Context: an optimization exercise on an open-source flow, tuned for small area, a short achievable clock period and few clock cycles per item. The choices shown serve that exercise and are no tape-out recipe.
The RTL was checked by simulation tests, not by an equivalence proof against the original design.
Power and IR drop assume default switching activity.

## flow/config.mk

```make
export PLATFORM = sky130hd
export DESIGN_NAME = fcodec_rx
export DESIGN_NICKNAME = fcodec_rx
export VERILOG_FILES = /design/flow/design.v
export SDC_FILE = /design/flow/constraint.sdc
export NUM_CORES = 4
export LEC_CHECK = 0
export CAP_MARGIN = 20
export CORE_MARGIN = 2
export CORE_UTILIZATION = 40
export PLACE_DENSITY = 0.6
export SLEW_MARGIN = 20
```

## flow/constraint.sdc

```tcl
create_clock -name core_clock -period 10.0 [get_ports {clk}]
set_input_delay 2.0000 -clock core_clock [delete_from_list [all_inputs] [get_ports {clk}]]
set_output_delay 2.0000 -clock core_clock [all_outputs]
set_load 0.01 [all_outputs]
```

## flow/design.v

```verilog
module fcodec_rx (
    input  wire        clk,
    input  wire        rst,
    input  wire        host_req,
    input  wire        host_we,
    input  wire [11:0] host_addr,
    input  wire [15:0] host_wdata,
    output wire        host_ack,
    output reg  [15:0] host_rdata,
    input  wire        rx_valid,
    input  wire        rx_fail,
    input  wire [7:0]  rx_data,
    output wire        rx_ready
);
    localparam [1:0] PH_IDLE   = 2'd0;
    localparam [1:0] PH_RECV   = 2'd1;
    localparam [1:0] PH_FAILED = 2'd2;
    localparam [1:0] PH_DEC    = 2'd3;
    localparam [3:0] ST_OK     = 4'h0;
    localparam [3:0] ST_TRUNC  = 4'h2;
    localparam [3:0] ST_INTEG  = 4'h3;
    localparam [3:0] ST_XPORT  = 4'h4;
    localparam [3:0] ST_BADHDR = 4'h5;
    localparam [3:0] ST_BADLEN = 4'h6;
    localparam [3:0] ST_INPROG = 4'hE;
    localparam [3:0] ST_NONE   = 4'hF;
    localparam [3:0] OP_NOP      = 4'h0;
    localparam [3:0] OP_ENCODE   = 4'h1;
    localparam [3:0] OP_TRANSMIT = 4'h2;
    localparam [3:0] OP_CHECKSUM = 4'h3;
    localparam [3:0] OP_RECEIVE  = 4'h4;
    localparam [3:0] OP_DECODE   = 4'h5;
    localparam [3:0] OP_RESET    = 4'hF;
    reg [1:0] phase;
    reg [2:0] operr;
    reg [3:0] rx_status;
    reg [8:0] rx_nbytes;
    reg [8:0] rx_count;
    reg [8:0] rx_need;
    reg [7:0] rx_len, rx_cmd, rx_ctrl, rx_plen, rx_csum_exp, rx_csum_rcv;
    reg       rx_valid_r;
    reg [7:0] rxf [0:258];
    reg       dec_first;
    reg [8:0] dec_idx;
    reg [7:0] dec_sum;
    assign host_ack = host_req && !rst && (phase != PH_DEC);
    assign rx_ready = !rst && (phase == PH_RECV);
    wire host_wr   = host_ack && host_we;
    wire rx_step   = rx_valid && rx_ready;
    wire step_byte = rx_step && !rx_fail;
    wire step_fail = rx_step && rx_fail;
    wire       is_rxf_addr = (host_addr[11:9] == 3'b010) && (host_addr[8:0] <= 9'd258);
    wire [8:0] rxf_index   = host_addr[8:0];
    wire [8:0] count_inc    = rx_count + 9'd1;
    wire       frame_done   = step_byte && (count_inc != 9'd3) && (count_inc == rx_need);
    wire [3:0] op_code  = host_wdata[3:0];
    wire       op_write = host_wr && (host_addr == 12'h000);
    wire       op_legal = (host_wdata[15:4] == 12'd0) &&
                          ((op_code <= OP_DECODE) || (op_code == OP_RESET));
    always @(posedge clk) begin
        if (step_byte)
            rxf[rx_count] <= rx_data;
        else if (host_wr && is_rxf_addr && phase == PH_IDLE)
            rxf[rxf_index] <= host_wdata[7:0];
    end
    wire [7:0] hdr0   = rxf[0];
    wire [7:0] hdr1   = rxf[1];
    wire [7:0] len_b  = rxf[2];
    wire [8:0] flen   = {1'b0, len_b} + 9'd4;
    wire [7:0] dec_byte = rxf[dec_idx];
    wire [7:0] csum_exp = 8'd0 - dec_sum;
    task automatic publish_fail(input [3:0] code);
        begin
            rx_len      <= 8'd0;
            rx_cmd      <= 8'd0;
            rx_ctrl     <= 8'd0;
            rx_plen     <= 8'd0;
            rx_csum_exp <= 8'd0;
            rx_csum_rcv <= 8'd0;
            rx_valid_r  <= 1'b0;
            rx_status   <= code;
            phase       <= PH_IDLE;
        end
    endtask
    always @(posedge clk) begin
        if (rst) begin
            phase       <= PH_IDLE;
            operr       <= 3'd0;
            rx_status   <= ST_NONE;
            rx_nbytes   <= 9'd0;
            rx_count    <= 9'd0;
            rx_need     <= 9'd3;
            rx_len      <= 8'd0;
            rx_cmd      <= 8'd0;
            rx_ctrl     <= 8'd0;
            rx_plen     <= 8'd0;
            rx_csum_exp <= 8'd0;
            rx_csum_rcv <= 8'd0;
            rx_valid_r  <= 1'b0;
            dec_first   <= 1'b0;
            dec_idx     <= 9'd0;
            dec_sum     <= 8'd0;
        end else begin
            if (step_byte) begin
                rx_count <= count_inc;
                if (count_inc == 9'd3)
                    rx_need <= {1'b0, rx_data} + 9'd4;
                if (frame_done) begin
                    rx_nbytes <= count_inc;
                    phase     <= PH_DEC;
                    dec_first <= 1'b1;
                end
            end else if (step_fail) begin
                rx_nbytes <= rx_count;
                phase     <= PH_FAILED;
                rx_status <= ST_XPORT;
            end
            if (phase == PH_DEC) begin
                if (dec_first) begin
                    dec_first <= 1'b0;
                    dec_idx   <= 9'd3;
                    dec_sum   <= 8'd0;
                    if (rx_nbytes < 9'd6)
                        publish_fail(ST_TRUNC);
                    else if (hdr0 != 8'hAA || hdr1 != 8'hAA)
                        publish_fail(ST_BADHDR);
                    else if (len_b < 8'd2)
                        publish_fail(ST_BADLEN);
                    else if (rx_nbytes < flen)
                        publish_fail(ST_TRUNC);
                    else if (rx_nbytes > flen)
                        publish_fail(ST_BADLEN);
                end else if (dec_idx == rx_nbytes - 9'd1) begin
                    rx_csum_exp <= csum_exp;
                    rx_csum_rcv <= dec_byte;
                    phase       <= PH_IDLE;
                    if (csum_exp == dec_byte) begin
                        rx_len     <= len_b;
                        rx_cmd     <= rxf[3];
                        rx_ctrl    <= rxf[4];
                        rx_plen    <= len_b - 8'd2;
                        rx_valid_r <= 1'b1;
                        rx_status  <= ST_OK;
                    end else begin
                        rx_len     <= 8'd0;
                        rx_cmd     <= 8'd0;
                        rx_ctrl    <= 8'd0;
                        rx_plen    <= 8'd0;
                        rx_valid_r <= 1'b0;
                        rx_status  <= ST_INTEG;
                    end
                end else begin
                    dec_sum <= dec_sum + dec_byte;
                    dec_idx <= dec_idx + 9'd1;
                end
            end
            if (host_wr && host_addr == 12'h00A && phase == PH_IDLE)
                rx_nbytes <= (host_wdata[8:0] > 9'd259) ? 9'd259 : host_wdata[8:0];
            if (op_write) begin
                if (!op_legal) begin
                    operr <= 3'd1;
                end else if (op_code == OP_RESET) begin
                    operr       <= 3'd0;
                    phase       <= PH_IDLE;
                    rx_status   <= ST_NONE;
                    rx_nbytes   <= 9'd0;
                    rx_count    <= 9'd0;
                    rx_need     <= 9'd3;
                    rx_len      <= 8'd0;
                    rx_cmd      <= 8'd0;
                    rx_ctrl     <= 8'd0;
                    rx_plen     <= 8'd0;
                    rx_csum_exp <= 8'd0;
                    rx_csum_rcv <= 8'd0;
                    rx_valid_r  <= 1'b0;
                    dec_first   <= 1'b0;
                end else if (op_code == OP_RECEIVE || op_code == OP_DECODE) begin
                    if (phase == PH_RECV) begin
                        operr <= 3'd2;
                    end else if (phase == PH_FAILED) begin
                        operr <= 3'd3;
                    end else begin
                        operr <= 3'd0;
                        if (op_code == OP_RECEIVE) begin
                            rx_count    <= 9'd0;
                            rx_need     <= 9'd3;
                            rx_len      <= 8'd0;
                            rx_cmd      <= 8'd0;
                            rx_ctrl     <= 8'd0;
                            rx_plen     <= 8'd0;
                            rx_csum_exp <= 8'd0;
                            rx_csum_rcv <= 8'd0;
                            rx_valid_r  <= 1'b0;
                            rx_status   <= ST_INPROG;
                            phase       <= PH_RECV;
                        end else begin
                            phase     <= PH_DEC;
                            dec_first <= 1'b1;
                        end
                    end
                end else begin
                    operr <= 3'd0;
                end
            end
        end
    end
    always @(*) begin
        host_rdata = 16'h0000;
        if (is_rxf_addr) begin
            host_rdata = {8'h00, rxf[rxf_index]};
        end else begin
            case (host_addr)
                12'h001: host_rdata = {9'd0, operr, (phase == PH_FAILED), 1'b0,
                                       (phase == PH_RECV || phase == PH_DEC), 1'b0};
                12'h003: host_rdata = {12'd0, rx_status};
                12'h00A: host_rdata = {7'd0, rx_nbytes};
                12'h00B: host_rdata = {7'd0, rx_count};
                12'h00C: host_rdata = {8'd0, rx_len};
                12'h00D: host_rdata = {8'd0, rx_cmd};
                12'h00E: host_rdata = {8'd0, rx_ctrl};
                12'h00F: host_rdata = {8'd0, rx_plen};
                12'h010: host_rdata = {8'd0, rx_csum_exp};
                12'h011: host_rdata = {8'd0, rx_csum_rcv};
                12'h012: host_rdata = {15'd0, rx_valid_r};
                default: host_rdata = 16'h0000;
            endcase
        end
    end
endmodule
```

## flow/run.sh

```bash
#!/bin/bash
# synth_recipe.tcl (not shown) runs the flow's synth.tcl, then flattens the netlist and writes it again
# the make line also repeats each setting of config.mk as NAME=value (left out here)
make -C /OpenROAD-flow-scripts/flow DESIGN_CONFIG=/design/flow/config.mk WORK_HOME=/design/flow/orfs CLKGATE_MAP_FILE= SYNTH_SCRIPT=/design/flow/synth_recipe.tcl finish
```

==> flow_summary.toml <==
[place]
routabilityCongestion = 0.9364
io_buffer_count = 52
dp_hpwl_um = 244400
dp.cells = 9096

[setup_path]
cp-end-kind = "output port"
cp-start-kind = "input port"
path_cells = "clkdlybuf4s50_1, inv_8, buf_4, mux4_2, mux4_2, mux4_2, nor2_1, a311o_1, nand4_1, clkdlybuf4s50_1"
worstPathArrival_ns = 6.86
worst-path-max-fanout = 46
slowest_delay_ns = 0.73
slowest_stage = "clkdlybuf4s50_1"
cp_common_cell = "mux4_2"
path_class = "in2out"
worst_ep_required_time_ns = 8.00

[route]
ant_nets = 0
vias = 64770
first_iter_violations = 10230
route.detailed.drc = 0
drt_pass1_iterations = 8
via_per_inst = 6.782
finalWirelength_um = 375400
wl_per_cell_um = 39.31

[clocking]
cts.path.max_buffers = 3
cts_tree = "yes"
htreeDepth = 4
clk_pin_slew_ns = 0.06
cts_root_buf = "clkbuf_16"
cts.sinks = 2223
cts_resized = 0
cts-hold-fix-buffers = 0
numCtsBuffers = 230
cts_setup_buffers = 0
clock_latency_ns = 0.92

[final_layout]
drive_gt1_share_pct = 32.59
final_nets = 5889
multi_input_area_um2 = 38260
seq_area_um2 = 65660
final_common_cell = "edfxtp_1"
finalNonFillerCells = 9550
layout_common_cells = "2,112 x edfxtp_1, 1,193 x mux4_2, 376 x nor2_1"
areaGrowthSynthToFinish_pct = 12.87
fill_cells = 22210

[pwr]
p_per_area_nw_per_um2 = 166.6
peakVddDrop_v = 0.0001886
p_leak_uw = 0.03609

[synthesis]
yosysSeqAreaShare_pct = 62.02
synth_warnings = 1
synthFlopType = "edfxtp_1"
synthArstFlopShare_pct = 0
synth_edf_count = 2112
yosysUniqueCellTypes = 81
synth_seq_cells = 2223
syn_inst = 5684
syn-cell-area_um2 = 105800
syn_avg_cell_area_um2 = 18.62

[timing]
period_share_pct = 88.56
rsz0062_at_grt = "false"
min_period_ns = 8.856
fin_hold_ws_ns = 0.4658
finalSetupViolations = 0
max_slew.worst_pin.slew_ns = 1.282
hold_viol = 0
relSlewSlack_pct = 14.51
finalSetupTns_ns = 0
drv_slew = 0
fmax_mhz = 112.9
fin_skew_ns = 0.06603

[min_path]
hold_class = "reg2reg"

[global_route]
grt_pass1_wl_um = 516800
grt_usage_pct = 27.49
antenna_found_initial = 28
overflow = 0
grt_max_degree = 137
grt_pass1_vias = 62800

[floorplanning]
die_h_um = 518.4
die_x_um = 518.4
die_area_um2 = 268700
start_util_pct = 40.28
io_pins = 60
core_area_um2 = 262700
std_cell_rows = 188

[status]
outcome = "no timing/DRC/antenna violations"

[job]
maxCapViolCount = 0
-- metrics by stage --
stage          power [uW]  util, %  setup WS, ns  instance area (um2)
6_report            19910    45.47         1.144               119500
5_1_grt             20300    45.45         1.115               119400
2_1_floorplan       10980        -         1.184               105900
3_5_place_dp        11320    42.51         1.256               111700
4_1_cts             19940    45.42         1.242               119300
3_3_place_gp        11300    42.47         1.281               111600
-- critical path, delay by kind of cell --
kind	cells	cell delay [ns]
muxes	3	1.81
and+or+nand+nor	2	0.38
buffers and inverters	4	2.38
AOI/OAI and AO/OA	1	0.18
-- cell families after synthesis --
family                   count (synthesis)  share of synthesized area [%]
AND/OR/NAND/NOR                        893                          3.766
buffers and inverters                  510                          2.105
AO/OA/AOI/OAI                          558                          3.785
other                                    1                       0.003543
multiplexers                          1399                          27.37
adder cells (fa/ha/maj)                 32                         0.3854
flip-flops                            2223                          62.02
XOR/XNOR                                68                         0.5627
-- registers in the layout, indices dropped and copies added (netlist names), named ones only --
register / cells
rx_csum_rcv: 8
rx_valid_r: 1
dec_sum: 8
rx_nbytes: 9
rx_len: 8
rx_cmd: 8
dec_first: 1
rx_count: 9
rx_plen: 8
rx_csum_exp: 8
operr: 2
phase: 2
rx_status: 4
rx_need: 9
dec_idx: 9
rx_ctrl: 8
rxf: 2112
-- worst paths after layout --
kind | from | slack, ns | to | depth (start not counted)
min reg2reg | rx_plen[7] | 0.47 | rx_plen[7] | 1
max | host_addr[3] | 1.14 | host_rdata[1] | 10
min | rx_plen[7] | 0.47 | rx_plen[7] | 1
max reg2reg | flip-flop | 2.70 | rx_cmd[3] | 16
-- per-layer routing --
metal / track usage, % / up-vias / part of all wire (%)
met5: 0 / - / 0.039
met4: 11.62 / 24 / 4.8
met3: 7.889 / 746 / 12
met2: 41.72 / 4662 / 46
met1: 37.13 / 34870 / 37
li1: - / 24470 / -
-- power by group --
| part | internal [uW] | switching [uW] | total [uW] |
|---|---|---|---|
| Sequential | 10200 | 0.104 | 10200 |
| Clock | 4910 | 3870 | 8780 |
| Combinational | 363 | 575 | 939 |
-- layout make-up --
| type | instances | share of cell area [%] |
|---|---|---|
| antenna | 20 | 0.04189 |
| clock buffer | 287 | 5.065 |
| clock inverter | 145 | 1.327 |
| inverter | 58 | 0.1885 |
| multi-input combinational | 2957 | 32.03 |
| sequential | 2223 | 54.96 |
| tap | 3515 | 3.681 |
| timing repair buffer | 345 | 2.704 |
-- Yosys cell counts (12+ instances only) --
cell type | number | area share [%]
nand4_1 | 30 | 0.18
nand3_1 | 81 | 0.38
and2_1 | 20 | 0.12
a22o_1 | 13 | 0.11
a221oi_1 | 17 | 0.14
a22oi_1 | 131 | 0.93
a31oi_1 | 20 | 0.12
mux2i_1 | 173 | 1.6
o211ai_1 | 22 | 0.16
mux2_2 | 33 | 0.35
inv_1 | 50 | 0.18
a21oi_1 | 78 | 0.37
o22ai_1 | 29 | 0.17
nor2_1 | 407 | 1.4
o2bb2ai_1 | 20 | 0.17
xor2_1 | 31 | 0.26
mux4_2 | 1193 | 25
nand2b_1 | 16 | 0.095
nor3_1 | 29 | 0.14
nand2_1 | 206 | 0.73
dfxtp_1 | 111 | 2.1
a21o_1 | 15 | 0.11
and3_1 | 12 | 0.071
a211oi_1 | 27 | 0.19
edfxtp_1 | 2112 | 60
ha_1 | 31 | 0.37
nor2b_1 | 26 | 0.15
o21ai_0 | 68 | 0.32
or3_1 | 12 | 0.071
buf_4 | 35 | 0.25
buf_1 | 84 | 0.30
xnor2_1 | 37 | 0.31
clkbuf_1 | 237 | 0.84
buf_2 | 86 | 0.41
Testbench counts, summed over its fixed seeds: cycles 117,283, frames 960.

afterwards: timing with drivers on the ports:
The results above use ideal ports. As a check the final layout listed here was re-extracted and re-timed, cells and wires unchanged. Step 1 assumes that a clkbuf_16 drives the clock port and a buf_2 every other input. Step 2 also shifts input and output timing later by t, the mid clock arrival at the registers, as if the neighbouring blocks saw the same clock. a / b / c = ideal / step 1 / step 2; a / b = the first two.
shift t [ns]: 0.991
slack for setup (ns): 1.144 / 1.099 / 1.099
worst hold slack (ns): 0.466 / 0.466 / 0.466
latest minus earliest clock arrival (ns): 0.094 / 0.094
After both steps setup and hold are still met in this run. For this run, drivers alone change the setup slack by -0.045 ns; drivers and shift together by -0.045 ns.
